This design comes from an exercise in tuning for small area on the open sky130 flow, not from production work. The RTL was checked by simulation tests, not by an equivalence proof against the original design. Power and IR drop assume default switching activity.

## flow/config.mk

```make
export PLATFORM = sky130hd
export DESIGN_NAME = dsrd_core
export DESIGN_NICKNAME = dsrd_core
export VERILOG_FILES = /design/flow/design.v
export SDC_FILE = /design/flow/constraint.sdc
export NUM_CORES = 8
export LEC_CHECK = 0
export CAP_MARGIN = 20
export CORE_MARGIN = 2
export CORE_UTILIZATION = 45
export CTS_BUF_LIST = sky130_fd_sc_hd__clkbuf_8
export CTS_CLUSTER_SIZE = 30
export PLACE_DENSITY = 0.6
export SLEW_MARGIN = 20
```

## flow/constraint.sdc

```tcl
create_clock -name core_clock -period 10.0 [get_ports {clk}]
set_input_delay 2.0000 -clock core_clock [delete_from_list [all_inputs] [get_ports {clk}]]
set_output_delay 2.0000 -clock core_clock [all_outputs]
set_load 0.01 [all_outputs]
```

## flow/design.v

```verilog
module dsrd_gamma (
    input  wire [7:0] din,
    output reg  [7:0] dout
);
    always @(*) begin
        case (din)
            8'd0: dout = 8'd0;
            8'd1: dout = 8'd0;
            8'd2: dout = 8'd0;
            8'd3: dout = 8'd0;
            8'd4: dout = 8'd0;
            8'd5: dout = 8'd0;
            8'd6: dout = 8'd0;
            8'd7: dout = 8'd0;
            8'd8: dout = 8'd0;
            8'd9: dout = 8'd0;
            8'd10: dout = 8'd0;
            8'd11: dout = 8'd0;
            8'd12: dout = 8'd0;
            8'd13: dout = 8'd0;
            8'd14: dout = 8'd0;
            8'd15: dout = 8'd1;
            8'd16: dout = 8'd1;
            8'd17: dout = 8'd1;
            8'd18: dout = 8'd1;
            8'd19: dout = 8'd1;
            8'd20: dout = 8'd1;
            8'd21: dout = 8'd1;
            8'd22: dout = 8'd1;
            8'd23: dout = 8'd1;
            8'd24: dout = 8'd1;
            8'd25: dout = 8'd2;
            8'd26: dout = 8'd2;
            8'd27: dout = 8'd2;
            8'd28: dout = 8'd2;
            8'd29: dout = 8'd2;
            8'd30: dout = 8'd2;
            8'd31: dout = 8'd2;
            8'd32: dout = 8'd3;
            8'd33: dout = 8'd3;
            8'd34: dout = 8'd3;
            8'd35: dout = 8'd3;
            8'd36: dout = 8'd3;
            8'd37: dout = 8'd4;
            8'd38: dout = 8'd4;
            8'd39: dout = 8'd4;
            8'd40: dout = 8'd4;
            8'd41: dout = 8'd5;
            8'd42: dout = 8'd5;
            8'd43: dout = 8'd5;
            8'd44: dout = 8'd5;
            8'd45: dout = 8'd6;
            8'd46: dout = 8'd6;
            8'd47: dout = 8'd6;
            8'd48: dout = 8'd6;
            8'd49: dout = 8'd7;
            8'd50: dout = 8'd7;
            8'd51: dout = 8'd7;
            8'd52: dout = 8'd8;
            8'd53: dout = 8'd8;
            8'd54: dout = 8'd8;
            8'd55: dout = 8'd9;
            8'd56: dout = 8'd9;
            8'd57: dout = 8'd9;
            8'd58: dout = 8'd10;
            8'd59: dout = 8'd10;
            8'd60: dout = 8'd11;
            8'd61: dout = 8'd11;
            8'd62: dout = 8'd11;
            8'd63: dout = 8'd12;
            8'd64: dout = 8'd12;
            8'd65: dout = 8'd13;
            8'd66: dout = 8'd13;
            8'd67: dout = 8'd13;
            8'd68: dout = 8'd14;
            8'd69: dout = 8'd14;
            8'd70: dout = 8'd15;
            8'd71: dout = 8'd15;
            8'd72: dout = 8'd16;
            8'd73: dout = 8'd16;
            8'd74: dout = 8'd17;
            8'd75: dout = 8'd17;
            8'd76: dout = 8'd18;
            8'd77: dout = 8'd18;
            8'd78: dout = 8'd19;
            8'd79: dout = 8'd19;
            8'd80: dout = 8'd20;
            8'd81: dout = 8'd20;
            8'd82: dout = 8'd21;
            8'd83: dout = 8'd22;
            8'd84: dout = 8'd22;
            8'd85: dout = 8'd23;
            8'd86: dout = 8'd23;
            8'd87: dout = 8'd24;
            8'd88: dout = 8'd25;
            8'd89: dout = 8'd25;
            8'd90: dout = 8'd26;
            8'd91: dout = 8'd26;
            8'd92: dout = 8'd27;
            8'd93: dout = 8'd28;
            8'd94: dout = 8'd28;
            8'd95: dout = 8'd29;
            8'd96: dout = 8'd30;
            8'd97: dout = 8'd30;
            8'd98: dout = 8'd31;
            8'd99: dout = 8'd32;
            8'd100: dout = 8'd33;
            8'd101: dout = 8'd33;
            8'd102: dout = 8'd34;
            8'd103: dout = 8'd35;
            8'd104: dout = 8'd35;
            8'd105: dout = 8'd36;
            8'd106: dout = 8'd37;
            8'd107: dout = 8'd38;
            8'd108: dout = 8'd39;
            8'd109: dout = 8'd39;
            8'd110: dout = 8'd40;
            8'd111: dout = 8'd41;
            8'd112: dout = 8'd42;
            8'd113: dout = 8'd43;
            8'd114: dout = 8'd43;
            8'd115: dout = 8'd44;
            8'd116: dout = 8'd45;
            8'd117: dout = 8'd46;
            8'd118: dout = 8'd47;
            8'd119: dout = 8'd48;
            8'd120: dout = 8'd49;
            8'd121: dout = 8'd49;
            8'd122: dout = 8'd50;
            8'd123: dout = 8'd51;
            8'd124: dout = 8'd52;
            8'd125: dout = 8'd53;
            8'd126: dout = 8'd54;
            8'd127: dout = 8'd55;
            8'd128: dout = 8'd56;
            8'd129: dout = 8'd57;
            8'd130: dout = 8'd58;
            8'd131: dout = 8'd59;
            8'd132: dout = 8'd60;
            8'd133: dout = 8'd61;
            8'd134: dout = 8'd62;
            8'd135: dout = 8'd63;
            8'd136: dout = 8'd64;
            8'd137: dout = 8'd65;
            8'd138: dout = 8'd66;
            8'd139: dout = 8'd67;
            8'd140: dout = 8'd68;
            8'd141: dout = 8'd69;
            8'd142: dout = 8'd70;
            8'd143: dout = 8'd71;
            8'd144: dout = 8'd73;
            8'd145: dout = 8'd74;
            8'd146: dout = 8'd75;
            8'd147: dout = 8'd76;
            8'd148: dout = 8'd77;
            8'd149: dout = 8'd78;
            8'd150: dout = 8'd79;
            8'd151: dout = 8'd81;
            8'd152: dout = 8'd82;
            8'd153: dout = 8'd83;
            8'd154: dout = 8'd84;
            8'd155: dout = 8'd85;
            8'd156: dout = 8'd87;
            8'd157: dout = 8'd88;
            8'd158: dout = 8'd89;
            8'd159: dout = 8'd90;
            8'd160: dout = 8'd91;
            8'd161: dout = 8'd93;
            8'd162: dout = 8'd94;
            8'd163: dout = 8'd95;
            8'd164: dout = 8'd97;
            8'd165: dout = 8'd98;
            8'd166: dout = 8'd99;
            8'd167: dout = 8'd100;
            8'd168: dout = 8'd102;
            8'd169: dout = 8'd103;
            8'd170: dout = 8'd105;
            8'd171: dout = 8'd106;
            8'd172: dout = 8'd107;
            8'd173: dout = 8'd109;
            8'd174: dout = 8'd110;
            8'd175: dout = 8'd111;
            8'd176: dout = 8'd113;
            8'd177: dout = 8'd114;
            8'd178: dout = 8'd116;
            8'd179: dout = 8'd117;
            8'd180: dout = 8'd119;
            8'd181: dout = 8'd120;
            8'd182: dout = 8'd121;
            8'd183: dout = 8'd123;
            8'd184: dout = 8'd124;
            8'd185: dout = 8'd126;
            8'd186: dout = 8'd127;
            8'd187: dout = 8'd129;
            8'd188: dout = 8'd130;
            8'd189: dout = 8'd132;
            8'd190: dout = 8'd133;
            8'd191: dout = 8'd135;
            8'd192: dout = 8'd137;
            8'd193: dout = 8'd138;
            8'd194: dout = 8'd140;
            8'd195: dout = 8'd141;
            8'd196: dout = 8'd143;
            8'd197: dout = 8'd145;
            8'd198: dout = 8'd146;
            8'd199: dout = 8'd148;
            8'd200: dout = 8'd149;
            8'd201: dout = 8'd151;
            8'd202: dout = 8'd153;
            8'd203: dout = 8'd154;
            8'd204: dout = 8'd156;
            8'd205: dout = 8'd158;
            8'd206: dout = 8'd159;
            8'd207: dout = 8'd161;
            8'd208: dout = 8'd163;
            8'd209: dout = 8'd165;
            8'd210: dout = 8'd166;
            8'd211: dout = 8'd168;
            8'd212: dout = 8'd170;
            8'd213: dout = 8'd172;
            8'd214: dout = 8'd173;
            8'd215: dout = 8'd175;
            8'd216: dout = 8'd177;
            8'd217: dout = 8'd179;
            8'd218: dout = 8'd181;
            8'd219: dout = 8'd182;
            8'd220: dout = 8'd184;
            8'd221: dout = 8'd186;
            8'd222: dout = 8'd188;
            8'd223: dout = 8'd190;
            8'd224: dout = 8'd192;
            8'd225: dout = 8'd194;
            8'd226: dout = 8'd196;
            8'd227: dout = 8'd197;
            8'd228: dout = 8'd199;
            8'd229: dout = 8'd201;
            8'd230: dout = 8'd203;
            8'd231: dout = 8'd205;
            8'd232: dout = 8'd207;
            8'd233: dout = 8'd209;
            8'd234: dout = 8'd211;
            8'd235: dout = 8'd213;
            8'd236: dout = 8'd215;
            8'd237: dout = 8'd217;
            8'd238: dout = 8'd219;
            8'd239: dout = 8'd221;
            8'd240: dout = 8'd223;
            8'd241: dout = 8'd225;
            8'd242: dout = 8'd227;
            8'd243: dout = 8'd229;
            8'd244: dout = 8'd231;
            8'd245: dout = 8'd234;
            8'd246: dout = 8'd236;
            8'd247: dout = 8'd238;
            8'd248: dout = 8'd240;
            8'd249: dout = 8'd242;
            8'd250: dout = 8'd244;
            8'd251: dout = 8'd246;
            8'd252: dout = 8'd248;
            8'd253: dout = 8'd251;
            8'd254: dout = 8'd253;
            8'd255: dout = 8'd255;
            default: dout = 8'd0;
        endcase
    end
endmodule
module dsrd_framepool (
    input  wire         clk,
    input  wire [191:0] wr_data,    
    input  wire [23:0]  wr_en,      
    input  wire [4:0]   rd_col,
    output wire [7:0]   rd_bits
);
    localparam W = 192;
    localparam N = 24;
    reg  [N*W-1:0] ring;
    wire [W-1:0]   last = ring[(N-1)*W +: W];
    wire [W-1:0]   entry;
    genvar c, b;
    generate
        for (c = 0; c < 24; c = c + 1) begin : g_col
            assign entry[c*8 +: 8] = wr_en[c] ? wr_data[c*8 +: 8] : last[c*8 +: 8];
        end
    endgenerate
    always @(posedge clk)
        ring <= {ring[(N-1)*W-1:0], entry};
    generate
        for (b = 0; b < 8; b = b + 1) begin : g_bit
            wire [W-1:0] st = ring[(3*b)*W +: W];
            wire [23:0]  lane;
            for (c = 0; c < 24; c = c + 1) begin : g_lane
                assign lane[c] = st[c*8 + 7 - b];
            end
            assign rd_bits[b] = lane[rd_col];
        end
    endgenerate
endmodule
module dsrd_core (
    input  wire       clk,
    input  wire       rst,         
    input  wire       tick,        
    input  wire       rx_valid,    
    input  wire [7:0] rx_data,
    output reg        sck,         
    output reg        lat,         
    output reg        blank,       
    output reg        drv_rst,     
    output reg        sda,         
    output reg  [7:0] row          
);
    localparam [15:0] PERIOD_TICKS = 16'd8;
    localparam [2:0] S_HOLD   = 3'd0,    
                     S_PULSE  = 3'd1,    
                     S_SETTLE = 3'd2,    
                     S_SHIFT  = 3'd3,    
                     S_LAT0   = 3'd4,    
                     S_LAT1   = 3'd5,    
                     S_BEND   = 3'd6,    
                     S_IDLE   = 3'd7;    
    reg  [2:0]  state;
    reg  [1:0]  tcnt;
    reg  [4:0]  col;          
    reg  [2:0]  bidx;         
    reg  [1:0]  sub;          
    reg  [2:0]  rowcnt;
    reg  signed [15:0] lag;   
    reg         running;
    reg         bootf;        
    reg  [1:0]  cur_h, rx_h, next_h;
    reg         next_v;
    reg         collecting;
    reg  [2:0]  wr_row;       
    reg  [4:0]  col_ptr;      
    reg  [1:0]  prev_f;       
    reg  [2:0]  prev_r;
    reg  [4:0]  prev_lo;      
    reg  [1:0]  ph_f;         
    reg  [2:0]  ph_r;
    wire rx_go     = running && rx_valid;
    wire rx_sof    = rx_go && rx_data == 8'hFF;
    wire rx_store  = rx_go && rx_data != 8'hFF && collecting;
    wire row_done  = rx_store && col_ptr == 5'd23;
    wire publish   = row_done && wr_row == 3'd7;
    wire row_end   = (state == S_LAT1) && running;
    wire swap_req  = row_end && rowcnt == 3'd7;
    wire boot      = (state == S_BEND);
    wire [1:0] free_h     = 2'd3 - cur_h - rx_h;
    wire [1:0] pub_next_h = publish ? rx_h   : next_h;
    wire       pub_next_v = publish ? 1'b1   : next_v;
    wire [1:0] pub_rx_h   = publish ? free_h : rx_h;
    wire       do_swap    = swap_req && pub_next_v;
    always @(posedge clk) begin
        if (rst || boot) begin
            running    <= boot;
            collecting <= 1'b0;
            wr_row     <= 3'd0;
            col_ptr    <= 5'd0;
            prev_f     <= 2'd0;
            prev_r     <= 3'd0;
            prev_lo    <= 5'd24;
            cur_h      <= 2'd0;
            rx_h       <= 2'd1;
            next_h     <= 2'd0;
            next_v     <= 1'b0;
            bootf      <= 1'b1;
        end else begin
            if (rx_sof) begin
                collecting <= 1'b1;
                wr_row     <= 3'd0;
                col_ptr    <= 5'd0;
                if (col_ptr > prev_lo)
                    prev_lo <= col_ptr;
            end else if (rx_store) begin
                if (col_ptr == 5'd23) begin
                    col_ptr <= 5'd0;
                    prev_f  <= rx_h;
                    prev_r  <= wr_row;
                    prev_lo <= 5'd0;
                    wr_row  <= wr_row + 3'd1;
                    if (wr_row == 3'd7)
                        collecting <= 1'b0;
                end else
                    col_ptr <= col_ptr + 5'd1;
            end
            rx_h <= pub_rx_h;
            if (do_swap) begin
                cur_h  <= pub_next_h;
                next_v <= 1'b0;
                bootf  <= 1'b0;
            end else begin
                next_h <= pub_next_h;
                next_v <= pub_next_v;
            end
        end
    end
    wire [7:0] gamma_data;
    dsrd_gamma u_gamma (
        .din  (rx_data),
        .dout (gamma_data)
    );
    always @(posedge clk) begin
        if (rst) begin
            ph_f <= 2'd0;
            ph_r <= 3'd0;
        end else begin
            ph_r <= ph_r + 3'd1;
            if (ph_r == 3'd7)
                ph_f <= (ph_f == 2'd2) ? 2'd0 : ph_f + 2'd1;
        end
    end
    wire m_cur  = (ph_f == rx_h)   && (ph_r == wr_row);
    wire m_prev = (ph_f == prev_f) && (ph_r == prev_r);
    reg  [191:0] rowbuf;
    wire [23:0]  xfer;
    genvar c;
    generate
        for (c = 0; c < 24; c = c + 1) begin : g_rb
            always @(posedge clk)
                if (rx_store && col_ptr == c)
                    rowbuf[c*8 +: 8] <= gamma_data;
            assign xfer[c] = (c < col_ptr) ? m_cur : (c >= prev_lo && m_prev);
        end
    endgenerate
    wire [7:0] rd_bits;
    dsrd_framepool u_pool (
        .clk     (clk),
        .wr_data (rowbuf),
        .wr_en   (xfer),
        .rd_col  (col),
        .rd_bits (rd_bits)
    );
    always @(posedge clk) begin
        if (rst || boot)
            lag <= 16'sd0;
        else
            lag <= lag + (tick ? 16'sd1 : 16'sd0)
                       - (row_end ? PERIOD_TICKS : 16'sd0);
    end
    wire at_slot = (ph_f == cur_h) && (ph_r == rowcnt);
    wire byte_end = (sub == 2'd0) && (bidx == 3'd0);
    always @(posedge clk) begin
        if (rst) begin
            state   <= S_HOLD;
            tcnt    <= 2'd0;
            col     <= 5'd0;
            bidx    <= 3'd0;
            sub     <= 2'd0;
            rowcnt  <= 3'd0;
            sck     <= 1'b0;
            lat     <= 1'b1;
            blank   <= 1'b1;
            drv_rst <= 1'b1;
            sda     <= 1'b0;
            row     <= 8'd0;
        end else begin
            case (state)
                S_HOLD: if (tick) begin
                    drv_rst <= 1'b0;
                    state   <= S_PULSE;
                end
                S_PULSE: if (tick) begin
                    drv_rst <= 1'b1;
                    state   <= S_SETTLE;
                end
                S_SETTLE: if (tick) begin
                    if (tcnt == 2'd3) begin
                        tcnt  <= 2'd0;
                        blank <= 1'b0;
                        col   <= 5'd17;      
                        bidx  <= 3'd0;
                        sub   <= 2'd1;
                        state <= S_SHIFT;
                    end else
                        tcnt <= tcnt + 2'd1;
                end
                S_SHIFT: begin
                    case (sub)
                        2'd0: begin
                            sck <= 1'b0;
                            sub <= 2'd1;
                            if (byte_end) begin
                                if (col == 5'd0) begin
                                    if (running) begin
                                        row   <= 8'd1 << rowcnt;
                                        state <= S_LAT0;
                                    end else begin
                                        lat   <= 1'b0;
                                        state <= S_LAT1;
                                    end
                                end else begin
                                    col <= col - 5'd1;
                                    if (col == 5'd8)
                                        row <= 8'd0;
                                end
                            end
                        end
                        2'd1: begin
                            sda <= running ? (rd_bits[bidx] & ~bootf) : 1'b1;
                            sub <= 2'd2;
                        end
                        default: begin
                            sck  <= 1'b1;
                            sub  <= 2'd0;
                            bidx <= bidx + 3'd1;
                        end
                    endcase
                end
                S_LAT0: begin
                    lat   <= 1'b0;
                    state <= S_LAT1;
                end
                S_LAT1: begin
                    lat <= 1'b1;
                    if (running) begin
                        rowcnt <= rowcnt + 3'd1;
                        state  <= S_IDLE;
                    end else
                        state  <= S_BEND;
                end
                S_BEND: begin
                    blank  <= 1'b1;
                    rowcnt <= 3'd0;
                    state  <= S_IDLE;
                end
                default: if (!lag[15] && at_slot) begin    
                    col   <= 5'd23;
                    bidx  <= 3'd0;
                    sub   <= 2'd1;
                    state <= S_SHIFT;
                end
            endcase
        end
    end
endmodule
```

## flow/run.sh

```bash
#!/bin/bash
# synth_recipe.tcl (not shown) runs the flow's synth.tcl, then flattens the netlist and writes it again
# the make line also repeats each setting of config.mk as NAME=value (left out here)
make -C /OpenROAD-flow-scripts/flow DESIGN_CONFIG=/design/flow/config.mk WORK_HOME=/design/flow/orfs CLKGATE_MAP_FILE= SYNTH_SCRIPT=/design/flow/synth_recipe.tcl finish
```

==> results.json, run 1 <==
{
  "avgRoutedWirePerCell_um": 16.28,
  "yosysTopAreaCell": "dfxtp_1",
  "drv_cap": 0,
  "drt_pre_antenna_iters": 7,
  "cellPowerDensity_nw_per_um2": 276.1,
  "drive_gt1_share_pct": 17.93,
  "clock_skew_ns": 0.06232,
  "status": "finished clean",
  "htree_levels": 6,
  "numCtsBuffers": 689,
  "wirelength_um": 169400,
  "gp_congestion": 0.7694,
  "syn_nets": 6097,
  "path_clk_slew_ns": 0.07,
  "layout_common_cells": "dfxtp_1 (4683), clkbuf_8 (868), inv_1 (286)",
  "worstReg2RegEnd": "sda",
  "totalNegativeSetupSlack_ns": 0,
  "antenna_found_initial": 18,
  "max_freq_ghz": 0.2022,
  "netlist_top_cells_area": "dfxtp_1 (86%), edfxtp_1 (5.3%), mux2_2 (1.9%)",
  "fp.dieW_um": 495.3,
  "syn2layout_area_growth_pct": 16.50,
  "holdCritPathClass": "reg -> reg",
  "die_h_um": 495.3,
  "yosysWarnings": 3,
  "cp-end-kind": "flop",
  "num_rows": 180,
  "netlist_area_um2": 108600,
  "synth-main-ff-cell": "dfxtp_1",
  "drc": 0,
  "clk_path_buf_depth": 4,
  "insertion_delay_ns": 1.07,
  "min_from": "u_pool.ring[2658]",
  "layout_commonest_cell": "dfxtp_1",
  "critPathKind": "in -> reg",
  "setup_viol": 0,
  "synth_cell_type_count": 84,
  "endpoint": "rowbuf[169]",
  "hold_viol_final": 0,
  "ys_async_sr_fraction_pct": 0,
  "crit_fanout": 25,
  "viasPerCell": 4.150,
  "holdBufCountCts": 0,
  "port_buffers": 24,
  "setup.worst_path.start": "rx_data[1]",
  "fin_crit_ns": 4.945,
  "n_fill_cell": 18990,
  "ant_nets": 0,
  "reg2reg_slack_ns": 5.84,
  "core_area_um2": 240300,
  "ios": 25,
  "required_ns": 10.79,
  "nets": 6765,
  "critical_path_arrival_ns": 5.74,
  "synth_cells": 6032,
  "instances_no_fill": 10410,
  "placed_cells": 9192,
  "cts_root_buf": "clkbuf_8",
  "worstSetupStartpointType": "input pin",
  "worst_pin_slew_ns": 1.119,
  "post-route-period-util_pct": 49.45,
  "vias": 43190,
  "ir_worst_vdd_v": 0.0001525,
  "finalMaxSlewViolations": 0,
  "die_area_um2": 245300,
  "grt_pass1_vias": 44490,
  "regToRegStartpoint": "col[0]",
  "first_iter_violations": 2287,
  "grt_pass1_wl_um": 258100,
  "grt_use_total_pct": 13.92,
  "synth-seq-area-share_pct": 91.74,
  "power_leakage_nw": 50.94,
  "dp_hpwl_um": 100200,
  "post_cts_resized": 0,
  "reg2regPathDepth": 9,
  "ys_ff_latch": 4880,
  "overflow": 0,
  "cts_tree": "yes",
  "synth-edff-count": 193,
  "synth_top_area_share_pct": 86.40,
  "cts.sinks": 4880,
  "total_power_w": 0.03493,
  "synth_area_per_cell_um2": 18.00,
  "cts_setup_buffers": 0,
  "max_slew_margin_pct": 25.37,
  "initial_core_util_pct": 45.19,
  "rsz0062_at_grt": "no",
  "grt_max_degree": 63
}
==> worst min path at each step <==
| stage | endpoint | slack [ns] | depth (start not counted) |
|---|---|---|---|
| after floorplan | u_pool.ring[1000] | 0.31 | 0 |
| after global placement | u_pool.ring[3495] | 0.31 | 0 |
| after detailed placement | u_pool.ring[1959] | 0.31 | 0 |
| after CTS | u_pool.ring[2850] | 0.26 | 0 |
| after global routing | u_pool.ring[2688] | 0.26 | 0 |
| final | u_pool.ring[2850] | 0.27 | 0 |
==> per-layer routing <==
layer  part of all wire (%)  GRT usage [%]  wire length, um  vias to the layer above
li1                       -              -                -                    21160
met1                     50          19.48            84000                    20840
met2                     44          20.69            73930                      872
met3                    4.3          3.614             7351                      327
met4                    2.4          5.431             4137                        0
met5                      0              0                0                        -
==> cell families after synthesis <==
group / Yosys count / share of synthesized area [%]
compound gates: 281 / 1.767
xor+xnor: 34 / 0.2742
fa+ha+maj: 53 / 0.6106
buf+inv: 131 / 0.5254
flops: 4880 / 91.74
mux: 278 / 3.413
simple gates: 375 / 1.671
==> layout make-up <==
| class | count | area (um2) | area share, % |
|---|---|---|---|
| diodes | 22 | 55.05 | 0.04351 |
| well taps | 3185 | 3985 | 3.150 |
| repair buffers | 57 | 505.5 | 0.3995 |
| clock buffers | 868 | 11950 | 9.442 |
| inverters | 51 | 191.4 | 0.1513 |
| clock inverters | 324 | 1693 | 1.338 |
| multi-input cells | 1021 | 8507 | 6.724 |
| flip-flops and latches | 4880 | 99640 | 78.75 |
==> registers in the layout, summed over array words and instances, names as in the netlist, 3 cells and up <==
name         flops
rowbuf         192
col_ptr          5
ph_r             3
prev_lo          5
row              8
u_pool.ring   4608
rowcnt           3
state            3
prev_r           3
bidx             3
lag             16
wr_row           3
col              5
==> stage by stage <==
step	instance area (um2)	util, %	hold WS (ns)	setup slack (ns)
after detailed placement	112800	46.92	0.3121	3.853
after global routing	126500	52.63	0.2592	4.821
after floorplan	108600	-	0.3096	5.234
after global placement	112700	46.92	0.3095	3.764
final	126500	52.65	0.2734	5.055
after CTS	126400	52.60	0.2642	5.029
==> report_power, final <==
part           total, W  internal [W]  switching (W)
clock network    0.0148       0.00805        0.00673
registers        0.0196        0.0196      0.0000259
logic          0.000525      0.000210       0.000315
==> cell usage after synthesis (6+ instances only) <==
master and count:
or3_1 10, nand3_1 31, buf_4 6, mux2_4 8, buf_2 20, clkbuf_1 44
edfxtp_1 193, a22oi_1 7, mux2i_1 32, nor2_1 133, nor4_1 10, dfxtp_1 4687
o311ai_0 7, o21a_1 7, buf_1 7, nand2b_1 11, nor2b_1 17, nand2_1 84
a21oi_1 80, a31oi_2 7, and3_1 8, a31oi_1 10, mux4_2 51, xor2_1 16
inv_1 46, ha_1 53, nand4_1 7, o31ai_1 10, o211ai_1 16, a211oi_1 17
mux2_2 186, o21ai_0 63, xnor2_1 18, nor3_1 33
==> critical path, stage by stage <==
cell and delay (ns):
clkdlybuf4s50_1 0.89, inv_1 0.42, ha_1 0.60, nand2_1 0.25
o211ai_1 0.19, o31ai_1 0.09, mux4_2 0.47, nand2_1 0.08
o21ai_0 0.13, a21oi_2 0.17, buf_4 0.39
==> run 2: changes to the inputs <==
--- a/flow/config.mk
+++ b/flow/config.mk
@@ -10,4 +10,2 @@
 export CORE_UTILIZATION = 45
-export CTS_BUF_LIST = sky130_fd_sc_hd__clkbuf_8
-export CTS_CLUSTER_SIZE = 30
 export PLACE_DENSITY = 0.6
==> results.json, run 2 <==
{
  "initial_core_util_pct": 45.19,
  "critPathKind": "in -> reg",
  "fp.dieW_um": 495.3,
  "synth_cells": 6032,
  "antenna_found_initial": 17,
  "p_sw_w": 0.007026,
  "netlist_top_cells_area": "dfxtp_1 (86%), edfxtp_1 (5.3%), mux2_2 (1.9%)",
  "synth-main-ff-cell": "dfxtp_1",
  "drv_cap": 0,
  "finalMaxSlewViolations": 0,
  "n_fill_cell": 18830,
  "hold-path-cell-count": 0,
  "port_buffers": 24,
  "num_rows": 180,
  "layout_commonest_cell": "dfxtp_1",
  "cts_root_buf": "clkbuf_16",
  "drc": 0,
  "yosysWarnings": 3,
  "path_buf_inv": 3,
  "vias": 41720,
  "numCtsBuffers": 429,
  "power_leakage_nw": 50.16,
  "rsz0062_at_grt": "no",
  "top_register": "u_pool.ring",
  "total_power_w": 0.03656,
  "holdWs_ns": 0.2739,
  "first_iter_violations": 1979,
  "clk_path_buf_depth": 4,
  "synth_commonest_cells": "dfxtp_1 (4687), edfxtp_1 (193), mux2_2 (186)",
  "ios": 25,
  "grt_pass1_wl_um": 252300,
  "post-route-period-util_pct": 50.29,
  "syn_nets": 6097,
  "p_comb_share_pct": 1.4,
  "die_h_um": 495.3,
  "status": "finished clean",
  "slowest_delay_ns": 0.85,
  "worst_pin_slew_ns": 1.107,
  "cellPowerDensity_nw_per_um2": 287.1,
  "ys_async_sr_fraction_pct": 0,
  "reg2regPathDepth": 9,
  "synth_area_per_cell_um2": 18.00,
  "insertion_delay_ns": 0.95,
  "grt_use_total_pct": 13.66,
  "cts_tree": "yes",
  "gp_congestion": 0.7694,
  "max_slew_margin_pct": 26.23,
  "top_regs": "u_pool.ring x4608, rowbuf x192, lag x16",
  "worstSetupStartpointType": "input pin",
  "cp_slowest_cell": "clkdlybuf4s50_1",
  "htree_levels": 5,
  "netlist_area_um2": 108600,
  "holdBufCountCts": 0,
  "totalNegativeSetupSlack_ns": 0,
  "regToRegStartpoint": "col[0]",
  "synth-edff-count": 193,
  "p_seq_share_pct": 53.7,
  "ys_ff_latch": 4880,
  "largest_register_ff_count": 4608,
  "critical_path.top_delay_family": "buffers and inverters",
  "synth_cell_type_count": 84,
  "post_cts_resized": 0,
  "utilization_pct": 52.99,
  "hold_viol_final": 0,
  "yosysTopAreaCell": "dfxtp_1",
  "synth_top_area_share_pct": 86.40,
  "grt_pass1_vias": 42110,
  "max_freq_ghz": 0.1989,
  "setup_viol": 0,
  "yosysMostFrequentCell": "dfxtp_1",
  "cp-end-kind": "flop",
  "seq_area_um2": 99640,
  "nets": 6505,
  "critical_path_arrival_ns": 5.67,
  "crit_chain": "clkdlybuf4s50_1 -> inv_1 -> ha_1 -> nand2_1 -> o211ai_1 -> o31ai_1 -> mux4_2 -> nand2_1 -> o21ai_0 -> a21oi_2 -> buf_4",
  "cts_setup_buffers": 0,
  "avgRoutedWirePerCell_um": 16.77,
  "multi_input_area_um2": 8507,
  "wirelength_um": 167300,
  "clkPwrFrac_pct": 44.9,
  "worstReg2RegEnd": "sda",
  "fin_crit_ns": 5.029,
  "switching_share_pct": 19.22,
  "ant_nets": 0,
  "dp_hpwl_um": 100200,
  "syn2layout_area_growth_pct": 17.26,
  "cts.sinks": 4880,
  "die_area_um2": 245300,
  "core_area_um2": 240300,
  "clock_skew_ns": 0.06392,
  "synth-seq-area-share_pct": 91.74,
  "hold_end": "u_pool.ring[3996]",
  "internal_power_w": 0.02953,
  "viasPerCell": 4.182,
  "drt_pre_antenna_iters": 5,
  "drive_gt1_share_pct": 15.02,
  "ir_worst_vdd_v": 0.0001730,
  "min_from": "u_pool.ring[3804]",
  "grt_max_degree": 63,
  "holdCritPathClass": "reg -> reg",
  "setup.worst_path.start": "rx_data[1]",
  "path_common_cell": "nand2_1",
  "reg2reg_slack_ns": 5.96,
  "layout_common_cells": "dfxtp_1 (4683), clkbuf_16 (441), edfxtp_1 (193)",
  "required_ns": 10.64,
  "path_clk_slew_ns": 0.07,
  "overflow": 0,
  "crit_fanout": 25
}
-- run 2: cell counts after synthesis --
Identical to the previous run, type by type.
-- run 2: worst max path at each step --
| stage | endpoint | cells past startpoint | slack [ns] |
|---|---|---|---|
| floorplan | rowbuf[105] | 10 | 5.23 |
| global placement | rowbuf[9] | 11 | 3.76 |
| detailed placement | rowbuf[65] | 11 | 3.85 |
| CTS | rowbuf[153] | 11 | 4.84 |
| global route | rowbuf[153] | 11 | 4.67 |
| finish | rowbuf[153] | 11 | 4.97 |
-- run 2: cells by family (layout without fill, tap and decap cells) --
family	after synthesis	after routing	synth area share [%]
AOI/OAI and AO/OA	281	281	1.767
and+or+nand+nor	375	375	1.671
other	0	13	0
buffers and inverters	131	878	0.5254
adders and majority gates	53	53	0.6106
muxes	278	278	3.413
xor gates and xnor gates	34	34	0.2742
DFF	4880	4880	91.74
-- run 2: final cells by class --
class	instances	area share (%)
clock buffers	618	9.904
diodes	13	0.02555
repair buffers	57	0.3970
well taps	3185	3.130
clock inverters	152	1.467
multi-input cells	1021	6.681
flip-flops and latches	4880	78.25
inverters	51	0.1503
-- run 2: per-layer routing --
| layer | up-vias | track usage, % | part of all wire (%) |
|---|---|---|---|
| met5 | - | 0 | 0 |
| met1 | 20150 | 19.61 | 50 |
| met2 | 706 | 20.69 | 44 |
| met4 | 0 | 4.791 | 2.6 |
| met3 | 368 | 2.631 | 3.9 |
| li1 | 20500 | - | - |
-- run 2: power by group through the flow --
stage               registers [W]  logic (W)  clock network (W)
global placement           0.0201   0.000511                  0
floorplan                  0.0201   0.000392                  0
finish                     0.0196   0.000525             0.0164
CTS                        0.0196   0.000526             0.0168
global route               0.0196   0.000593             0.0176
detailed placement         0.0201   0.000523                  0
-- run 2: metrics by stage --
| stage | setup slack, ns | cell area (um2) | std cells |
|---|---|---|---|
| after floorplan | 5.234 | 108600 | 6032 |
| after global placement | 3.764 | 112700 | 9192 |
| after detailed placement | 3.853 | 112800 | 9192 |
| after CTS | 4.837 | 127200 | 9962 |
| after global routing | 4.670 | 127300 | 9965 |
| final | 4.971 | 127300 | 9977 |
==> run 3: changes to the inputs <==
--- a/flow/config.mk
+++ b/flow/config.mk
@@ -7,2 +7,3 @@
 export LEC_CHECK = 0
+export ABC_AREA = 1
 export CAP_MARGIN = 20
@@ -10,2 +11,4 @@
 export CORE_UTILIZATION = 45
+export CTS_CLUSTER_DIAMETER = 120
+export CTS_CLUSTER_SIZE = 30
 export PLACE_DENSITY = 0.6
==> results.json, run 3 <==
{
  "syn_nets": 6888,
  "placed_cells": 9973,
  "num_rows": 180,
  "ios": 25,
  "nets": 7039,
  "dp_hpwl_um": 111700,
  "clk_path_buf_depth": 3,
  "antenna_found_initial": 13,
  "synth_area_per_cell_um2": 16.01,
  "netlist_top_cells_area": "dfxtp_1 (86%), edfxtp_1 (5.3%), nand2_1 (2.1%)",
  "grt_max_degree": 49,
  "ir_worst_vdd_v": 0.0001956,
  "netlist_area_um2": 109200,
  "required_ns": 10.45,
  "port_buffers": 24,
  "top_regs": "u_pool.ring x4608, rowbuf x192, lag x16",
  "worstReg2RegEnd": "lag[12]",
  "grt_pass1_wl_um": 253700,
  "fin_crit_ns": 5.112,
  "cts_tree": "yes",
  "reg2reg_slack_ns": 6.28,
  "first_iter_violations": 3023,
  "htree_levels": 4,
  "drt_pre_antenna_iters": 7,
  "synth_top_area_share_pct": 85.89,
  "ys_ff_latch": 4880,
  "synth-main-ff-cell": "dfxtp_1",
  "regToRegStartpoint": "state[2]",
  "critPathKind": "in -> reg",
  "path_clk_slew_ns": 0.11,
  "status": "finished clean",
  "max_slew_margin_pct": 24.59,
  "worst_pin_slew_ns": 1.129,
  "core_area_um2": 241000,
  "synth_cell_type_count": 64,
  "synth_cells": 6823,
  "overflow": 0,
  "drive_gt1_share_pct": 4.801,
  "ant_nets": 0,
  "total_power_w": 0.02901,
  "synth_commonest_cells": "dfxtp_1 (4687), nand2_1 (597), inv_1 (319)",
  "fp.dieW_um": 496.7,
  "critical_path_arrival_ns": 5.56,
  "synth-seq-area-share_pct": 91.19,
  "reg2regPathDepth": 16,
  "endpoint": "rowbuf[114]",
  "seq_area_um2": 99630,
  "top_register": "u_pool.ring",
  "cp-end-kind": "flop",
  "ys_async_sr_fraction_pct": 0,
  "cts.sinks": 4880,
  "multi_input_area_um2": 7981,
  "worstSetupStartpointType": "input pin",
  "grt_pass1_vias": 41650,
  "n_fill_cell": 20260,
  "drv_cap": 0,
  "layout_commonest_cell": "dfxtp_1",
  "clock_skew_ns": 0.06085,
  "holdWs_ns": 0.2969,
  "gp_congestion": 0.8287,
  "die_area_um2": 246700,
  "post_cts_resized": 0,
  "synth-edff-count": 193,
  "numCtsBuffers": 183,
  "post-route-period-util_pct": 51.12,
  "dpl-instance-area_um2": 113300,
  "grt_use_total_pct": 13.75,
  "finalMaxSlewViolations": 0,
  "largest_register_ff_count": 4608,
  "max_freq_ghz": 0.1956,
  "vias": 42970,
  "insertion_delay_ns": 0.86,
  "cellPowerDensity_nw_per_um2": 245.0,
  "cts_setup_buffers": 0,
  "setup.worst_path.start": "rx_data[1]",
  "yosysTopAreaCell": "dfxtp_1",
  "rsz0062_at_grt": "no",
  "setup_viol": 0,
  "layout_common_cells": "dfxtp_1 (4686), nand2_1 (597), inv_1 (318)",
  "avgRoutedWirePerCell_um": 16.69,
  "die_h_um": 496.7,
  "crit_fanout": 11,
  "yosysWarnings": 3,
  "hold_viol_final": 0,
  "holdBufCountCts": 0,
  "drc": 0,
  "cts_root_buf": "clkbuf_16",
  "yosysMostFrequentCell": "dfxtp_1",
  "initial_core_util_pct": 45.33,
  "fin_area_um2": 118400,
  "power_leakage_nw": 47.64,
  "syn2layout_area_growth_pct": 8.405,
  "totalNegativeSetupSlack_ns": 0,
  "instances_no_fill": 10210,
  "holdCritPathClass": "reg -> reg",
  "viasPerCell": 4.207,
  "wirelength_um": 170500
}
## run 3: logic make-up after synthesis
logic type | after synthesis | share of synthesized area (%)
buf+inv | 419 | 1.592
xor+xnor | 9 | 0.07216
mux | 16 | 0.1924
fa+ha+maj | 53 | 0.6070
flops | 4880 | 91.19
simple gates | 963 | 3.684
compound gates | 483 | 2.659
## run 3: worst min-delay path by stage
stage	from	end	slack, ns	cells after the start
after floorplan	u_pool.ring[808]	u_pool.ring[1000]	0.31	0
after global placement	u_pool.ring[3142]	u_pool.ring[3334]	0.31	0
after detailed placement	u_pool.ring[996]	u_pool.ring[1188]	0.31	0
after CTS	u_pool.ring[2376]	u_pool.ring[2568]	0.29	0
after global routing	u_pool.ring[318]	u_pool.ring[510]	0.30	0
final	u_pool.ring[4153]	u_pool.ring[4345]	0.30	0
## run 3: final cells by class
cell class | count | area share [%]
flip-flops and latches | 4880 | 84.13
repair buffers | 53 | 0.3898
multi-input cells | 1524 | 6.739
well taps | 3185 | 3.365
clock buffers | 217 | 4.064
diodes | 8 | 0.01690
inverters | 332 | 1.053
clock inverters | 14 | 0.2462
## run 3: power by group
group / leakage (nW) / switching [W] / internal (W)
combinational: 5.62 / 0.000381 / 0.000168
sequential: 39.5 / 0.0000242 / 0.0196
clock: 2.48 / 0.00537 / 0.00349
total: 47.6 / 0.00577 / 0.0232
## run 3: layer usage
layer | wire, um | track usage (%) | up-vias
li1 | - | - | 21570
met1 | 86220 | 20.11 | 20500
met2 | 72130 | 20.61 | 629
met3 | 6055 | 2.134 | 267
met4 | 6069 | 5.152 | 2
met5 | 13 | 0 | -
## run 3: through the flow
stage | util (%) | worst slack (ns)
5_1_grt | 49.14 | 4.749
6_report | 49.14 | 4.888
3_5_place_dp | 47.01 | 4.085
4_1_cts | 49.13 | 5.034
2_1_floorplan | - | 5.353
3_3_place_gp | 47.01 | 4.122
## run 3: critical path, cell delays in order
cell and delay [ns]:
clkdlybuf4s50_1 0.57, ha_1 0.39, nand2_1 0.21, nor2_1 0.10
nand3_1 0.14, nand3_1 0.61, inv_1 0.41, nand3_1 0.49
nor2_1 0.64
==> run 4: changes to the inputs <==
--- a/flow/config.mk
+++ b/flow/config.mk
@@ -7,3 +7,2 @@
 export LEC_CHECK = 0
-export ABC_AREA = 1
 export CAP_MARGIN = 20
==> results.json, run 4 <==
{
  "totalNegativeSetupSlack_ns": 0,
  "port_buffers": 24,
  "die_area_um2": 245300,
  "status": "finished clean",
  "holdCritPathClass": "reg -> reg",
  "ant_nets": 0,
  "synth-main-ff-cell": "dfxtp_1",
  "ir_worst_vdd_v": 0.0001747,
  "synth-edff-count": 193,
  "cts_root_buf": "clkbuf_16",
  "path_clk_slew_ns": 0.10,
  "cts_setup_buffers": 0,
  "nets": 6257,
  "endpoint": "rowbuf[177]",
  "synth_commonest_cells": "dfxtp_1 (4687), edfxtp_1 (193), mux2_2 (186)",
  "n_fill_cell": 19680,
  "power_leakage_nw": 45.47,
  "dpl-instance-area_um2": 112800,
  "clkPwrFrac_pct": 30.3,
  "core_area_um2": 240300,
  "antenna_found_initial": 17,
  "overflow": 0,
  "viasPerCell": 4.211,
  "worstSetupStartpointType": "input pin",
  "layout_common_cells": "dfxtp_1 (4683), edfxtp_1 (193), mux2_2 (186)",
  "p_seq_share_pct": 67.8,
  "dp_hpwl_um": 100200,
  "seq_area_um2": 99640,
  "synth_cells": 6032,
  "fin_area_um2": 117800,
  "cp-end-kind": "flop",
  "htree_levels": 4,
  "yosysTopAreaCell": "dfxtp_1",
  "synth_top_area_share_pct": 86.40,
  "synth-seq-area-share_pct": 91.74,
  "initial_core_util_pct": 45.19,
  "yosysWarnings": 3,
  "first_iter_violations": 2395,
  "synth_cell_type_count": 84,
  "regToRegStartpoint": "col[0]",
  "drive_gt1_share_pct": 8.630,
  "drc": 0,
  "vias": 39720,
  "clk_path_buf_depth": 3,
  "grt_pass1_wl_um": 240300,
  "critPathKind": "in -> reg",
  "switching_share_pct": 19.63,
  "fin_crit_ns": 5.106,
  "netlist_area_um2": 108600,
  "drv_cap": 0,
  "rsz0062_at_grt": "no",
  "synth_area_per_cell_um2": 18.00,
  "yosysMostFrequentCell": "dfxtp_1",
  "hold_viol_final": 0,
  "syn2layout_area_growth_pct": 8.515,
  "post-route-period-util_pct": 51.06,
  "ios": 25,
  "internal_power_w": 0.02323,
  "worstReg2RegEnd": "sda",
  "fp.dieW_um": 495.3,
  "top_register": "u_pool.ring",
  "reg2regPathDepth": 8,
  "cts_tree": "yes",
  "gp_congestion": 0.7694,
  "multi_input_area_um2": 8507,
  "max_freq_ghz": 0.1959,
  "crit_fanout": 25,
  "holdBufCountCts": 0,
  "p_sw_w": 0.005675,
  "drt_pre_antenna_iters": 5,
  "reg2reg_slack_ns": 5.92,
  "post_cts_resized": 0,
  "grt_max_degree": 63,
  "ys_async_sr_fraction_pct": 0,
  "grt_use_total_pct": 13.05,
  "die_h_um": 495.3,
  "critical_path_arrival_ns": 5.70,
  "worst_pin_slew_ns": 1.107,
  "required_ns": 10.59,
  "netlist_top_cells_area": "dfxtp_1 (86%), edfxtp_1 (5.3%), mux2_2 (1.9%)",
  "top_regs": "u_pool.ring x4608, rowbuf x192, lag x16",
  "holdWs_ns": 0.2984,
  "syn_nets": 6097,
  "p_comb_share_pct": 1.8,
  "max_slew_margin_pct": 26.21,
  "numCtsBuffers": 181,
  "cellPowerDensity_nw_per_um2": 245.3,
  "insertion_delay_ns": 0.84,
  "avgRoutedWirePerCell_um": 16.99,
  "cts.sinks": 4880,
  "num_rows": 180,
  "grt_pass1_vias": 39100,
  "finalMaxSlewViolations": 0,
  "wirelength_um": 160200,
  "setup.worst_path.start": "rx_data[1]",
  "setup_viol": 0,
  "largest_register_ff_count": 4608,
  "ys_ff_latch": 4880,
  "clock_skew_ns": 0.03651,
  "layout_commonest_cell": "dfxtp_1"
}
run 4: kinds of logic after synthesis:
family / count (synthesis) / synth area share [%]
adders and majority gates: 53 / 0.6106
DFF: 4880 / 91.74
muxes: 278 / 3.413
buffers and inverters: 131 / 0.5254
and+or+nand+nor: 375 / 1.671
AOI/OAI and AO/OA: 281 / 1.767
xor gates and xnor gates: 34 / 0.2742
run 4: routing by layer:
layer / wire length, um / GRT usage, % / vias to the layer above
met5: 0 / 0 / -
li1: - / - / 19670
met4: 3726 / 3.667 / 0
met1: 82300 / 19.43 / 19320
met2: 69110 / 19.76 / 509
met3: 5082 / 2.053 / 220
run 4: worst min-delay path by stage:
stage                           start           endpoint  slack (ns)  cells after the start
global route        u_pool.ring[1287]  u_pool.ring[1479]        0.31                      0
finish              u_pool.ring[3161]  u_pool.ring[3353]        0.30                      0
floorplan            u_pool.ring[808]  u_pool.ring[1000]        0.31                      0
global placement    u_pool.ring[3303]  u_pool.ring[3495]        0.31                      0
CTS                 u_pool.ring[4019]  u_pool.ring[4211]        0.30                      0
detailed placement  u_pool.ring[1767]  u_pool.ring[1959]        0.31                      0
run 4: final cells by class:
type                            instances  area share (%)
Antenna cell                           13         0.02761
Clock buffer                          211           3.993
Clock inverter                         14          0.2389
Inverter                               51          0.1624
Multi-Input combinational cell       1021           7.219
Sequential cell                      4880           84.55
Tap cell                             3185           3.382
Timing Repair Buffer                   57          0.4289
run 4: stage by stage:
step,util [%],setup WS (ns),cells,total power (W)
6_report,49.04,4.894,9432,0.02891
5_1_grt,49.03,4.607,9421,0.02997
4_1_cts,49.00,4.787,9417,0.02921
3_5_place_dp,46.92,3.853,9192,0.02059
3_3_place_gp,46.92,3.764,9192,0.02058
2_1_floorplan,-,5.234,6032,0.02044
run 4: power groups by stage:
stage / Clock (W) / Sequential (W) / Combinational [W]
2_1_floorplan: 0 / 0.0201 / 0.000392
3_3_place_gp: 0 / 0.0201 / 0.000511
3_5_place_dp: 0 / 0.0201 / 0.000523
4_1_cts: 0.00907 / 0.0196 / 0.000526
5_1_grt: 0.00974 / 0.0196 / 0.000594
6_report: 0.00877 / 0.0196 / 0.000525
run 4: worst max-delay path, cell delays in order:
cell,delay (ns)
clkdlybuf4s50_1,0.87
inv_1,0.42
ha_1,0.60
nand2_1,0.26
o211ai_1,0.19
o31ai_1,0.09
mux4_2,0.47
nand2_1,0.08
o21ai_0,0.13
a21oi_2,0.17
buf_4,0.36
==> run 5: changes to the inputs <==
--- a/flow/design.v
+++ b/flow/design.v
@@ -270,4 +270,5 @@
     input  wire [23:0]  wr_en,      
-    input  wire [4:0]   rd_col,
-    output wire [7:0]   rd_bits
+    input  wire [3:0]   rd_m,       
+    input  wire [3:0]   rd_d,       
+    output wire         rd_bit
 );
@@ -278,3 +279,3 @@
     wire [W-1:0]   entry;
-    genvar c, b;
+    genvar c, m, d;
     generate
@@ -286,12 +287,14 @@
         ring <= {ring[(N-1)*W-1:0], entry};
+    wire [11:0] by_m;
     generate
-        for (b = 0; b < 8; b = b + 1) begin : g_bit
-            wire [W-1:0] st = ring[(3*b)*W +: W];
-            wire [23:0]  lane;
-            for (c = 0; c < 24; c = c + 1) begin : g_lane
-                assign lane[c] = st[c*8 + 7 - b];
+        for (m = 0; m < 12; m = m + 1) begin : g_m
+            wire [W-1:0] st = ring[((2*m + 23) % 24)*W +: W];
+            wire [15:0]  lane;
+            for (d = 0; d < 16; d = d + 1) begin : g_d
+                assign lane[d] = st[191 - 12*d - m];
             end
-            assign rd_bits[b] = lane[rd_col];
+            assign by_m[m] = lane[rd_d];
         end
     endgenerate
+    assign rd_bit = by_m[rd_m];
 endmodule
@@ -310,3 +313,2 @@
 );
-    localparam [15:0] PERIOD_TICKS = 16'd8;
     localparam [2:0] S_HOLD   = 3'd0,    
@@ -321,7 +323,8 @@
     reg  [1:0]  tcnt;
-    reg  [4:0]  col;          
-    reg  [2:0]  bidx;         
-    reg  [1:0]  sub;          
+    reg  [3:0]  bm;           
+    reg  [3:0]  bd;
+    reg         hi;           
     reg  [2:0]  rowcnt;
-    reg  signed [15:0] lag;   
+    reg  [2:0]  lag_lo;       
+    reg  [12:0] lag_hi;
     reg         running;
@@ -341,4 +344,3 @@
     wire rx_store  = rx_go && rx_data != 8'hFF && collecting;
-    wire row_done  = rx_store && col_ptr == 5'd23;
-    wire publish   = row_done && wr_row == 3'd7;
+    wire publish   = rx_store && col_ptr == 5'd23 && wr_row == 3'd7;
     wire row_end   = (state == S_LAT1) && running;
@@ -423,3 +425,3 @@
     endgenerate
-    wire [7:0] rd_bits;
+    wire rd_bit;
     dsrd_framepool u_pool (
@@ -428,14 +430,23 @@
         .wr_en   (xfer),
-        .rd_col  (col),
-        .rd_bits (rd_bits)
+        .rd_m    (bm),
+        .rd_d    (bd),
+        .rd_bit  (rd_bit)
     );
+    wire lag_cy = tick && lag_lo == 3'd7;
     always @(posedge clk) begin
-        if (rst || boot)
-            lag <= 16'sd0;
-        else
-            lag <= lag + (tick ? 16'sd1 : 16'sd0)
-                       - (row_end ? PERIOD_TICKS : 16'sd0);
+        if (rst || boot) begin
+            lag_lo <= 3'd0;
+            lag_hi <= 13'd0;
+        end else begin
+            if (tick)
+                lag_lo <= lag_lo + 3'd1;
+            if (lag_cy && !row_end)
+                lag_hi <= lag_hi + 13'd1;
+            else if (row_end && !lag_cy)
+                lag_hi <= lag_hi - 13'd1;
+        end
     end
-    wire at_slot = (ph_f == cur_h) && (ph_r == rowcnt);
-    wire byte_end = (sub == 2'd0) && (bidx == 3'd0);
+    wire at_slot  = (ph_f == cur_h) && (ph_r == rowcnt);
+    wire bit_wrap = (bm == 4'd0) && (bd == 4'd0);    
+    wire data_bit = running ? (rd_bit & ~bootf) : 1'b1;
     always @(posedge clk) begin
@@ -444,5 +455,5 @@
             tcnt    <= 2'd0;
-            col     <= 5'd0;
-            bidx    <= 3'd0;
-            sub     <= 2'd0;
+            bm      <= 4'd0;
+            bd      <= 4'd0;
+            hi      <= 1'b0;
             rowcnt  <= 3'd0;
@@ -468,5 +479,4 @@
                         blank <= 1'b0;
-                        col   <= 5'd17;      
-                        bidx  <= 3'd0;
-                        sub   <= 2'd1;
+                        bd    <= 4'd4;       
+                        hi    <= 1'b0;
                         state <= S_SHIFT;
@@ -476,32 +486,28 @@
                 S_SHIFT: begin
-                    case (sub)
-                        2'd0: begin
+                    if (!hi) begin
+                        if (bit_wrap) begin
                             sck <= 1'b0;
-                            sub <= 2'd1;
-                            if (byte_end) begin
-                                if (col == 5'd0) begin
-                                    if (running) begin
-                                        row   <= 8'd1 << rowcnt;
-                                        state <= S_LAT0;
-                                    end else begin
-                                        lat   <= 1'b0;
-                                        state <= S_LAT1;
-                                    end
-                                end else begin
-                                    col <= col - 5'd1;
-                                    if (col == 5'd8)
-                                        row <= 8'd0;
-                                end
+                            if (running) begin
+                                row   <= 8'd1 << rowcnt;
+                                state <= S_LAT0;
+                            end else begin
+                                lat   <= 1'b0;
+                                state <= S_LAT1;
                             end
+                        end else begin
+                            sck <= 1'b0;
+                            sda <= data_bit;
+                            hi  <= 1'b1;
+                            if (running && bm == 4'd8 && bd == 4'd10)    
+                                row <= 8'd0;
                         end
-                        2'd1: begin
-                            sda <= running ? (rd_bits[bidx] & ~bootf) : 1'b1;
-                            sub <= 2'd2;
-                        end
-                        default: begin
-                            sck  <= 1'b1;
-                            sub  <= 2'd0;
-                            bidx <= bidx + 3'd1;
-                        end
-                    endcase
+                    end else begin
+                        sck <= 1'b1;
+                        hi  <= 1'b0;
+                        if (bm == 4'd11) begin
+                            bm <= 4'd0;
+                            bd <= bd + 4'd1;
+                        end else
+                            bm <= bm + 4'd1;
+                    end
                 end
@@ -524,6 +530,5 @@
                 end
-                default: if (!lag[15] && at_slot) begin    
-                    col   <= 5'd23;
-                    bidx  <= 3'd0;
-                    sub   <= 2'd1;
+                default: if (!lag_hi[12] && at_slot) begin    
+                    sda   <= data_bit;                        
+                    hi    <= 1'b1;
                     state <= S_SHIFT;
==> results.json, run 5 <==
{
  "setup_viol": 0,
  "gp_congestion": 0.7702,
  "grt_max_degree": 57,
  "slowest_delay_ns": 0.88,
  "ys_async_sr_fraction_pct": 0,
  "path_clk_slew_ns": 0.11,
  "yosysWarnings": 3,
  "max_freq_ghz": 0.1897,
  "hold_viol_final": 0,
  "vias": 39620,
  "synth_cells": 6045,
  "critical_path.top_delay_family": "compound AO/OA/AOI/OAI gates",
  "netlist_top_cells_area": "dfxtp_1 (86%), edfxtp_1 (5.3%), mux2_2 (2.0%)",
  "switching_share_pct": 19.46,
  "clkPwrFrac_pct": 30.9,
  "grt_pass1_wl_um": 245700,
  "path_buf_inv": 2,
  "drt_pre_antenna_iters": 5,
  "worst_pin_slew_ns": 1.117,
  "avgRoutedWirePerCell_um": 17.74,
  "crit_fanout": 24,
  "ir_worst_vdd_v": 0.0002090,
  "crit_chain": "clkdlybuf4s50_1 -> inv_1 -> ha_1 -> nor2b_1 -> nor3_1 -> o21ai_0 -> o21ai_0 -> a21oi_1 -> o21ai_0 -> a21oi_4",
  "first_iter_violations": 2564,
  "clk_path_buf_depth": 3,
  "max_slew_margin_pct": 25.56,
  "instances_no_fill": 9438,
  "p_seq_share_pct": 68.5,
  "yosysTopAreaCell": "dfxtp_1",
  "drv_cap": 0,
  "critical_path_arrival_ns": 5.78,
  "synth-edff-count": 193,
  "overflow": 0,
  "viasPerCell": 4.198,
  "numCtsBuffers": 182,
  "layout_commonest_cell": "dfxtp_1",
  "clock_skew_ns": 0.05840,
  "die_h_um": 495.3,
  "top_register": "u_pool.ring",
  "power_leakage_nw": 45.70,
  "layout_common_cells": "dfxtp_1 (4684), mux2_2 (195), edfxtp_1 (193)",
  "port_buffers": 24,
  "ant_nets": 0,
  "post_cts_resized": 0,
  "initial_core_util_pct": 45.20,
  "ios": 25,
  "cellPowerDensity_nw_per_um2": 242.6,
  "wirelength_um": 167400,
  "totalNegativeSetupSlack_ns": 0,
  "top_regs": "u_pool.ring x4608, rowbuf x192, lag_hi x13",
  "worstSetupStartpointType": "input pin",
  "placed_cells": 9198,
  "drc": 0,
  "cts_tree": "yes",
  "required_ns": 10.51,
  "nets": 6261,
  "drive_gt1_share_pct": 8.236,
  "holdCritPathClass": "reg -> reg",
  "p_sw_w": 0.005562,
  "syn_nets": 6109,
  "cts_root_buf": "clkbuf_16",
  "insertion_delay_ns": 0.85,
  "cts_setup_buffers": 0,
  "p_comb_share_pct": 0.6,
  "antenna_found_initial": 22,
  "yosysMostFrequentCell": "dfxtp_1",
  "synth_area_per_cell_um2": 17.97,
  "grt_pass1_vias": 38350,
  "fp.dieW_um": 495.3,
  "syn2layout_area_growth_pct": 8.486,
  "htree_levels": 4,
  "die_area_um2": 245300,
  "holdBufCountCts": 0,
  "core_area_um2": 240300,
  "synth_commonest_cells": "dfxtp_1 (4686), mux2_2 (195), edfxtp_1 (193)",
  "rsz0062_at_grt": "no",
  "grt_use_total_pct": 13.61,
  "internal_power_w": 0.02303,
  "critPathKind": "in -> reg",
  "cp-end-kind": "flop",
  "synth_top_area_share_pct": 86.36,
  "status": "finished clean",
  "n_fill_cell": 19740,
  "cp_slowest_cell": "a21oi_4",
  "finalMaxSlewViolations": 0,
  "synth-main-ff-cell": "dfxtp_1",
  "fin_crit_ns": 5.270,
  "cts.sinks": 4879,
  "netlist_area_um2": 108600,
  "synth-seq-area-share_pct": 91.70,
  "largest_register_ff_count": 4608,
  "num_rows": 180,
  "dp_hpwl_um": 107900,
  "ys_ff_latch": 4879,
  "path_common_cell": "o21ai_0",
  "post-route-period-util_pct": 52.70,
  "synth_cell_type_count": 79
}
run 5: cell count changes in the layout (fill, tap and decap cells not counted), sizes merged, moves of 6 or more:
cell    before  now
mux2i       33   25
o21ai       64   72
o211ai      16    6
inv         55   43
a21oi       85  102
a31oi       17    9
a22oi        8   14
clkinv       9   15
nand2       84   97
o31ai       11    4
a211oi      17    9
and3         8   15
run 5: power groups by stage:
stage | combinational, W | sequential [W] | clock (W)
after floorplan | 0.000100 | 0.0200 | 0
after global placement | 0.000186 | 0.0200 | 0
after detailed placement | 0.000185 | 0.0200 | 0
after CTS | 0.000186 | 0.0196 | 0.00913
after global routing | 0.000200 | 0.0196 | 0.00981
final | 0.000181 | 0.0196 | 0.00884
run 5: cell families after synthesis:
group                      Yosys count  share of synthesized area (%)
DFF                               4879                          91.70
AOI/OAI and AO/OA                  279                          1.649
muxes                              273                          3.416
xor gates and xnor gates            34                         0.2741
buffers and inverters              124                         0.5967
adders and majority gates           52                         0.6059
and+or+nand+nor                    404                          1.760
run 5: stage by stage:
step           setup slack [ns]  total power [W]  utilization [%]  hold WS, ns  cell area [um2]
6_report                  4.730          0.02859            49.04       0.2836           117800
5_1_grt                   4.289          0.02959            49.03       0.2850           117800
4_1_cts                   4.700          0.02889            49.01       0.2785           117800
3_5_place_dp              3.777          0.02020            46.89       0.3121           112700
3_3_place_gp              3.712          0.02021            46.88       0.3095           112700
2_1_floorplan             5.255          0.02011                -       0.3096           108600
run 5: worst register-to-register path, delay by kind of cell, from the launching register on:
family	cells	cell delay [ns]
flops	1	0.53
fa+ha+maj	2	0.68
buf+inv	3	0.72
simple gates	4	0.97
mux	1	0.39
compound gates	4	0.73
run 5: path summary, 6_finish.rpt:
kind,start,endpoint,slack [ns],cells after the start
worst max-delay path,rx_data[0],rowbuf[114],4.73,10
worst min-delay path,u_pool.ring[1973],u_pool.ring[2165],0.28,0
worst min register to register,u_pool.ring[1973],u_pool.ring[2165],0.28,0
worst max register to register,state[2],lag_hi[12],5.90,14
run 5: per-layer routing:
metal,routed length [um],track usage [%],up-vias,part of all wire [%]
met5,13,0,-,0.0078
met4,4676,4.007,2,2.8
met3,6022,2.289,246,3.6
met2,71400,20.57,519,43
met1,85320,20.11,19180,51
li1,-,-,19670,-
run 5: cell type report:
type	instances	area (um2)	area share [%]
Multi-Input combinational cell	1042	8511	7.222
Tap cell	3185	3985	3.382
Sequential cell	4879	99610	84.53
Clock buffer	209	4677	3.969
Timing Repair Buffer	53	442.9	0.3759
Clock inverter	19	436.7	0.3706
Inverter	39	146.4	0.1242
Antenna cell	12	30.03	0.02548
==> run 6: changes to the inputs <==
--- a/flow/design.v
+++ b/flow/design.v
@@ -372,4 +372,2 @@
                 col_ptr    <= 5'd0;
-                if (col_ptr > prev_lo)
-                    prev_lo <= col_ptr;
             end else if (rx_store) begin
@@ -383,4 +381,7 @@
                         collecting <= 1'b0;
-                end else
+                end else begin
                     col_ptr <= col_ptr + 5'd1;
+                    if (col_ptr == prev_lo)
+                        prev_lo <= prev_lo + 5'd1;
+                end
             end
@@ -422,3 +423,3 @@
                     rowbuf[c*8 +: 8] <= gamma_data;
-            assign xfer[c] = (c < col_ptr) ? m_cur : (c >= prev_lo && m_prev);
+            assign xfer[c] = m_cur || (c >= prev_lo && m_prev);
         end
==> results.json, run 6 <==
{
  "layout_common_cells": "dfxtp_1 (4682), mux2_2 (200), edfxtp_1 (193)",
  "power_leakage_nw": 45.52,
  "cts_tree": "yes",
  "drt_pre_antenna_iters": 5,
  "seq_area_um2": 99610,
  "drc": 0,
  "netlist_top_cells_area": "dfxtp_1 (86%), edfxtp_1 (5.3%), mux2_2 (2.1%)",
  "initial_core_util_pct": 45.19,
  "gp_congestion": 0.8139,
  "setup_viol": 0,
  "first_iter_violations": 2487,
  "total_power_w": 0.02891,
  "port_buffers": 24,
  "synth_commonest_cells": "dfxtp_1 (4686), mux2_2 (200), edfxtp_1 (193)",
  "netlist_area_um2": 108500,
  "clk_path_buf_depth": 3,
  "crit_fanout": 24,
  "ys_async_sr_fraction_pct": 0,
  "holdBufCountCts": 0,
  "yosysWarnings": 3,
  "yosysTopAreaCell": "dfxtp_1",
  "synth-seq-area-share_pct": 91.81,
  "layout_commonest_cell": "dfxtp_1",
  "critPathKind": "in -> reg",
  "status": "finished clean",
  "worst_pin_slew_ns": 1.163,
  "finalMaxSlewViolations": 0,
  "ir_worst_vdd_v": 0.0001846,
  "grt_max_degree": 61,
  "drive_gt1_share_pct": 8.296,
  "cp-end-kind": "flop",
  "max_freq_ghz": 0.1828,
  "ios": 25,
  "hold_viol_final": 0,
  "fin_crit_ns": 5.470,
  "num_rows": 180,
  "path_clk_slew_ns": 0.10,
  "post-route-period-util_pct": 54.70,
  "nets": 6203,
  "die_area_um2": 245000,
  "ant_nets": 0,
  "core_area_um2": 240100,
  "worstSetupStartpointType": "input pin",
  "synth-main-ff-cell": "dfxtp_1",
  "numCtsBuffers": 181,
  "cts_root_buf": "clkbuf_16",
  "dp_hpwl_um": 99310,
  "top_register": "u_pool.ring",
  "overflow": 0,
  "viasPerCell": 4.201,
  "yosysMostFrequentCell": "dfxtp_1",
  "slowest_delay_ns": 0.91,
  "rsz0062_at_grt": "no",
  "holdCritPathClass": "reg -> reg",
  "grt_use_total_pct": 12.82,
  "crit_chain": "clkdlybuf4s50_1 -> inv_1 -> ha_1 -> nor2b_1 -> o31ai_1 -> mux4_2 -> o21ai_0 -> a211o_2",
  "required_ns": 10.52,
  "grt_pass1_vias": 37770,
  "synth_area_per_cell_um2": 18.07,
  "insertion_delay_ns": 0.85,
  "totalNegativeSetupSlack_ns": 0,
  "max_slew_margin_pct": 22.30,
  "cts.sinks": 4879,
  "vias": 39420,
  "grt_pass1_wl_um": 235300,
  "post_cts_resized": 0,
  "wirelength_um": 157800,
  "clock_skew_ns": 0.05631,
  "critical_path_arrival_ns": 5.99,
  "fp.dieW_um": 495,
  "synth_top_area_share_pct": 86.47,
  "die_h_um": 495,
  "n_fill_cell": 19870,
  "avgRoutedWirePerCell_um": 16.82,
  "htree_levels": 4,
  "drv_cap": 0,
  "syn_nets": 6071,
  "largest_register_ff_count": 4608,
  "synth_cells": 6005,
  "cts_setup_buffers": 0,
  "top_regs": "u_pool.ring x4608, rowbuf x192, lag_hi x13",
  "ys_ff_latch": 4879,
  "cellPowerDensity_nw_per_um2": 246.0,
  "antenna_found_initial": 26,
  "cp_slowest_cell": "clkdlybuf4s50_1",
  "multi_input_area_um2": 8362,
  "syn2layout_area_growth_pct": 8.312,
  "synth-edff-count": 193,
  "synth_cell_type_count": 84
}
-- run 6: cell count changes after synthesis, sizes merged, moves of 7 or more --
| cell | delta |
|---|---|
| nor2 | -42 |
| a21oi | -40 |
| buf | +16 |
| o21ai | -14 |
| mux2i | +13 |
| nand2 | -13 |
| nand3 | -9 |
| inv | -8 |
| a221oi | +7 |
| mux4 | -7 |
| nor3 | -7 |
| o211ai | +7 |
-- run 6: power by group --
| part | leakage (nW) | switching, W | internal [W] |
|---|---|---|---|
| Combinational | 3.59 | 0.000169 | 0.0000958 |
| Sequential | 39.5 | 0.000102 | 0.0198 |
| Clock | 2.41 | 0.00531 | 0.00339 |
-- run 6: worst paths after layout --
kind | to | slack [ns] | depth (start not counted) | from
worst min register to register | u_pool.ring[2858] | 0.29 | 0 | u_pool.ring[2666]
worst max-delay path | rowbuf[64] | 4.53 | 8 | rx_data[1]
worst min-delay path | u_pool.ring[2858] | 0.29 | 0 | u_pool.ring[2666]
worst max register to register | lag_hi[12] | 6.05 | 12 | state[2]
-- run 6: cell families (layout without fill, tap and decap cells) --
| family | Yosys count | after routing | share of synthesized area (%) |
|---|---|---|---|
| flops | 4879 | 4879 | 91.81 |
| simple gates | 346 | 346 | 1.584 |
| mux | 284 | 284 | 3.392 |
| compound gates | 267 | 267 | 1.678 |
| buf+inv | 134 | 313 | 0.5721 |
| fa+ha+maj | 54 | 54 | 0.6297 |
| xor+xnor | 41 | 41 | 0.3310 |
| other cells | 0 | 14 | 0 |
-- run 6: per-stage QoR --
stage | hold WS (ns) | setup WS, ns | instance area, um2 | cells | utilization [%]
after floorplan | 0.3096 | 5.269 | 108500 | 6005 | -
after global placement | 0.3095 | 3.700 | 112500 | 9139 | 46.86
after detailed placement | 0.3121 | 3.718 | 112500 | 9139 | 46.86
after CTS | 0.2912 | 4.631 | 117500 | 9369 | 48.92
after global routing | 0.2938 | 4.380 | 117500 | 9370 | 48.93
final | 0.2900 | 4.530 | 117500 | 9383 | 48.94
-- run 6: per-layer routing --
metal  vias to the layer above  GRT usage [%]  routed length (um)
met3                       214          2.247                5934
met4                         0          3.349                3422
met1                     19100          19.63               82530
met5                         -              0                   0
li1                      19550              -                   -
met2                       562          18.73               65910
-- run 6: layout make-up --
type / count / area share, %
flip-flops and latches: 4879 / 84.77
multi-input cells: 992 / 7.116
clock buffers: 216 / 3.993
well taps: 3185 / 3.391
repair buffers: 48 / 0.3535
clock inverters: 14 / 0.2279
inverters: 35 / 0.1139
diodes: 14 / 0.02981
-- run 6: critical path: cells and delay by family --
kind                     cells  cell delay (ns)
AND/OR/NAND/NOR              1             0.40
AO/OA/AOI/OAI                3             1.15
buffers and inverters        2             1.30
multiplexers                 1             0.47
adder cells (fa/ha/maj)      1             0.63

-- afterwards: timing with drivers on the ports --
Ports are ideal in the flow. The routed layouts listed here were re-timed in OpenROAD.
Step 1, drivers: a clkbuf_16 drives clk and a buf_2 each remaining input, both assumed.
Step 2 also shifts input and output timing later by t, the mid clock arrival at the registers, as if the neighbouring blocks saw the same clock.
Slacks: ideal / step 1 / step 2; pairs: ideal / step 1.
run | shift t [ns] | setup slack, ns | hold slack, ns | worst slew at a driven data input, ns | cell pins on the clock port's net
run 1 | 1.122 | 5.055 / 5.104 / 3.982 | 0.273 / 0.273 / 0.273 | 0.11 | 1
run 2 | 1.006 | 4.971 / 5.025 / 4.019 | 0.274 / 0.274 / 0.274 | 0.11 | 1
run 3 | 0.904 | 4.888 / 4.946 / 4.042 | 0.297 / 0.297 / 0.297 | 0.05 | 1
run 4 | 0.915 | 4.894 / 4.950 / 4.036 | 0.298 / 0.298 / 0.298 | 0.11 | 1
run 5 | 0.925 | 4.730 / 4.791 / 3.866 | 0.284 / 0.284 / 0.284 | 0.14 | 1
run 6 | 0.914 | 4.530 / 4.601 / 3.686 | 0.290 / 0.290 / 0.290 | 0.13 | 1
After both steps setup and hold are still met in every run listed. The setup slack of run 1, which loses most, moves by +0.049 ns with the drivers and by -1.073 ns with both steps.
